Context: an optimization exercise on an open-source flow, tuned for small area, a short achievable clock period and few clock cycles. The choices shown serve that exercise and are no tape-out recipe. Function was checked by simulation only, so behaviour that the tests miss may differ from the original. Power figures rest on the tool's default switching activity, not on a simulated workload.

## v23
// m10_numeng
module m10_numeng #(
    parameter [31:0] REF_CLK   = 32'd50000000,
    parameter [31:0] K_MS      = 32'd1000,
    parameter [31:0] K_US      = 32'd1,
    parameter [7:0]  FINE_WRAP = 8'd127
) (
    input  wire        clk,
    input  wire        rst,
    input  wire        tick,
    input  wire        cmd_valid,
    output wire        cmd_ready,
    input  wire [7:0]  cmd_op,
    input  wire [7:0]  cmd_imm,
    input  wire [31:0] cmd_arg,
    output wire        rsp_valid,
    output wire [2:0]  rsp_err,
    output wire [31:0] rsp_data,
    output wire        tx_valid,
    input  wire        tx_ready,
    output wire [7:0]  tx_data
);
Size: roughly 290 flip-flops, about 25000 µm² of cells after synthesis.
==> flow/config.mk <==
export PLATFORM = sky130hd
export DESIGN_NAME = m10_numeng
export DESIGN_NICKNAME = m10_numeng
export VERILOG_FILES = /design/flow/design.v
export SDC_FILE = /design/flow/constraint.sdc
export NUM_CORES = 4
export LEC_CHECK = 0
export ABC_AREA = 1
export CAP_MARGIN = 20
export CORE_MARGIN = 2
export CORE_UTILIZATION = 40
export CTS_BUF_LIST = sky130_fd_sc_hd__clkbuf_8
export CTS_CLUSTER_SIZE = 30
export PLACE_DENSITY = 0.6
export SETUP_SLACK_MARGIN = 2.5
export SLEW_MARGIN = 20
==> flow/constraint.sdc <==
create_clock -name core_clock -period 6.0 [get_ports {clk}]
set_input_delay 1.2000 -clock core_clock [delete_from_list [all_inputs] [get_ports {clk}]]
set_output_delay 1.2000 -clock core_clock [all_outputs]
set_load 0.01 [all_outputs]
run.sh (not shown) runs the stock make flow with config.mk's settings and CLKGATE_MAP_FILE= SYNTH_SCRIPT=/design/flow/synth_recipe.tcl, a recipe that flattens the netlist after the stock synthesis.
Testbench counts of v23, summed over its fixed seeds: cycles 24,389.
--- input diff v23..v3 ---
Settings: CTS_BUF_LIST no longer set, was sky130_fd_sc_hd__clkbuf_8; CTS_CLUSTER_SIZE no longer set, was 30.
==> flow/flow/run.sh (new file) <==
#!/bin/bash
# The standard layout (standard.sh: ORFS synthesis to finish, unchanged),
# except that the ports are buffered with sky130_fd_sc_hd__buf_4 instead of the
# cell buffer_ports picks by default (a slow delay buffer, clkdlybuf4s50_1,
# which the platform's footprint-matched sizing can only swap for other delay
# cells). Every input and output port still gets its own buffer.
set -euo pipefail
export BUFFER_PORTS_ARGS="-buffer_cell sky130_fd_sc_hd__buf_4"
bash standard.sh finish > standard.log 2>&1
==> flow/standard.sh (new file) <==
#!/bin/bash
# synth_recipe.tcl (not shown) runs the flow's synth.tcl, then flattens the netlist and writes it again
# the make line also repeats each setting of config.mk as NAME=value (left out here)
make -C /OpenROAD-flow-scripts/flow DESIGN_CONFIG=/design/flow/config.mk WORK_HOME=/design/flow/orfs CLKGATE_MAP_FILE= SYNTH_SCRIPT=/design/flow/synth_recipe.tcl "${@:-finish}"
removed: flow/run.sh
## What came out
- v3 finished every step from synthesis to the final layout, and the layout passed the timing, design-rule and antenna checks.
- Diff v23 -> v3: vias per cell roughly the same, met3 track utilization from global routing higher.
- v3 vs v23, switching portion of total power went down by 1.3 points.
- Combined buffer and inverter count along the critical path: v23 and v3 compared, lower one is v3
### v3 -> v40
Settings: setting CTS_BUF_LIST to sky130_fd_sc_hd__clkbuf_8 for the first time; setting CTS_CLUSTER_SIZE to 30 for the first time.
The flow did not stop early for v40: all stages ran, and the layout cleared the timing, design-rule and antenna checks. Taking v3 as the reference, in v40 internal power of the cells went down; post-synthesis instance total about even; post-layout utilization of the core shows a reduction of 0.79 points; worst setup slack for register-to-register paths down 20 ps. [compare] base=v3 new=v40: first-pass detailed-route iteration total moved down; critical path depth lost 4. Comparing buffer count excluding the clock tree in the final layout for v3 and v40, the bigger number came from v3. Compare v3 and v40 | register fraction of the total cell area higher: v40. | setup slack | v40 vs v3 | 25 ps lower |. Routed wire length: lower on v40.
What v2 does differently from v40 at the input level:
Settings: CTS_BUF_LIST no longer set, was sky130_fd_sc_hd__clkbuf_8; CTS_CLUSTER_SIZE no longer set, was 30.
==> flow/run.sh (new file) <==
#!/bin/bash
# synth_recipe.tcl (not shown) runs the flow's synth.tcl, then flattens the netlist and writes it again
# the make line also repeats each setting of config.mk as NAME=value (left out here)
make -C /OpenROAD-flow-scripts/flow DESIGN_CONFIG=/design/flow/config.mk WORK_HOME=/design/flow/orfs CLKGATE_MAP_FILE= SYNTH_SCRIPT=/design/flow/synth_recipe.tcl finish
removed: flow/flow/run.sh
removed: flow/standard.sh
Findings:
Every stage of the flow completed for v2, and the final layout passed the timing, design-rule and antenna checks.
[compare] base=v40 new=v2: final net count went up, critical path buffer and inverter count saw an increase, total power up about 7%, post-cts gate resize count rose by 110%, wire length on met2 now sits higher.
On global-route usage, v40 and v2 are basically level.
v2 against v40: clock network latency to the later pin of the worst-skew pair went down; sequential share of layout area shows a reduction of 0.82 points; wire length reported by the detailed router increased by 2.0% relative to the old numbers.
Edits applied to the flow inputs when going from v2 to v49:
Settings: an added CTS_CLUSTER_SIZE of 30; an added CTS_BUF_LIST of sky130_fd_sc_hd__clkbuf_8; an added TNS_END_PERCENT of 20.
==> flow/flow/run.sh (new file) <==
#!/bin/bash
# The standard layout (standard.sh: ORFS synthesis to finish, unchanged),
# except that the ports are buffered with sky130_fd_sc_hd__buf_4 instead of the
# cell buffer_ports picks by default (a slow delay buffer, clkdlybuf4s50_1,
# which the platform's footprint-matched sizing can only swap for other delay
# cells). Every input and output port still gets its own buffer.
set -euo pipefail
export BUFFER_PORTS_ARGS="-buffer_cell sky130_fd_sc_hd__buf_4"
bash standard.sh finish > standard.log 2>&1
==> flow/standard.sh (new file) <==
#!/bin/bash
# synth_recipe.tcl (not shown) runs the flow's synth.tcl, then flattens the netlist and writes it again
# the make line also repeats each setting of config.mk as NAME=value (left out here)
make -C /OpenROAD-flow-scripts/flow DESIGN_CONFIG=/design/flow/config.mk WORK_HOME=/design/flow/orfs CLKGATE_MAP_FILE= SYNTH_SCRIPT=/design/flow/synth_recipe.tcl "${@:-finish}"
removed: flow/run.sh
==> comparison <==
On power, the higher figure sits with v2, not v49.
Routed length per instance sits higher in v49 than in v2.
Re power share of the combinational group: v2 and v49 aren't equal, and the higher value belongs to v49.
Changes observed in v49 relative to v2: total setup buffers inserted after CTS has decreased, sequential share of cell area +0.77 points, net count of the finished layout moved down.
There was hardly any difference in worst setup slack between v2 and v49.
v49 vs v2: combinational power down in v49
When v49 is measured against v2, its clock buffer count in the final layout turns out 40% higher.

-- re-timing with driven ports --
No port has a modelled driver above. Below, the same layouts with a new extraction and two added sets of constraints.
Step 1 (the two cells are an assumption about what drives the block):
set clk [get_ports {clk}]
set_driving_cell -lib_cell sky130_fd_sc_hd__clkbuf_16 $clk
set_driving_cell -lib_cell sky130_fd_sc_hd__buf_2 [delete_from_list [all_inputs] $clk]
Step 2 moves the port delays by t, midway between the first and last clock arrival at a register: inputs arrive t later, outputs are due t later. That takes back most of the time a late clock gives input paths.
Slacks: ideal ports / drivers / drivers and shift; pairs: ideal ports / drivers.
run	shift t [ns]	setup WS [ns]	hold slack, ns	clock arrival spread, ns
v23	0.726	2.395 / 2.395 / 1.813	0.454 / 0.454 / 0.454	0.071 / 0.072
v3	0.637	2.499 / 2.499 / 1.958	0.465 / 0.465 / 0.465	0.031 / 0.031
v40	0.730	2.474 / 2.474 / 1.885	0.468 / 0.468 / 0.468	0.053 / 0.053
v2	0.631	2.479 / 2.453 / 1.970	0.461 / 0.461 / 0.461	0.047 / 0.047
v49	0.709	2.478 / 2.449 / 1.860	0.448 / 0.448 / 0.448	0.035 / 0.034
After both steps every run listed still meets setup and hold. For v49, which loses most, drivers alone change the setup slack by -0.029 ns; drivers and shift together by -0.618 ns.
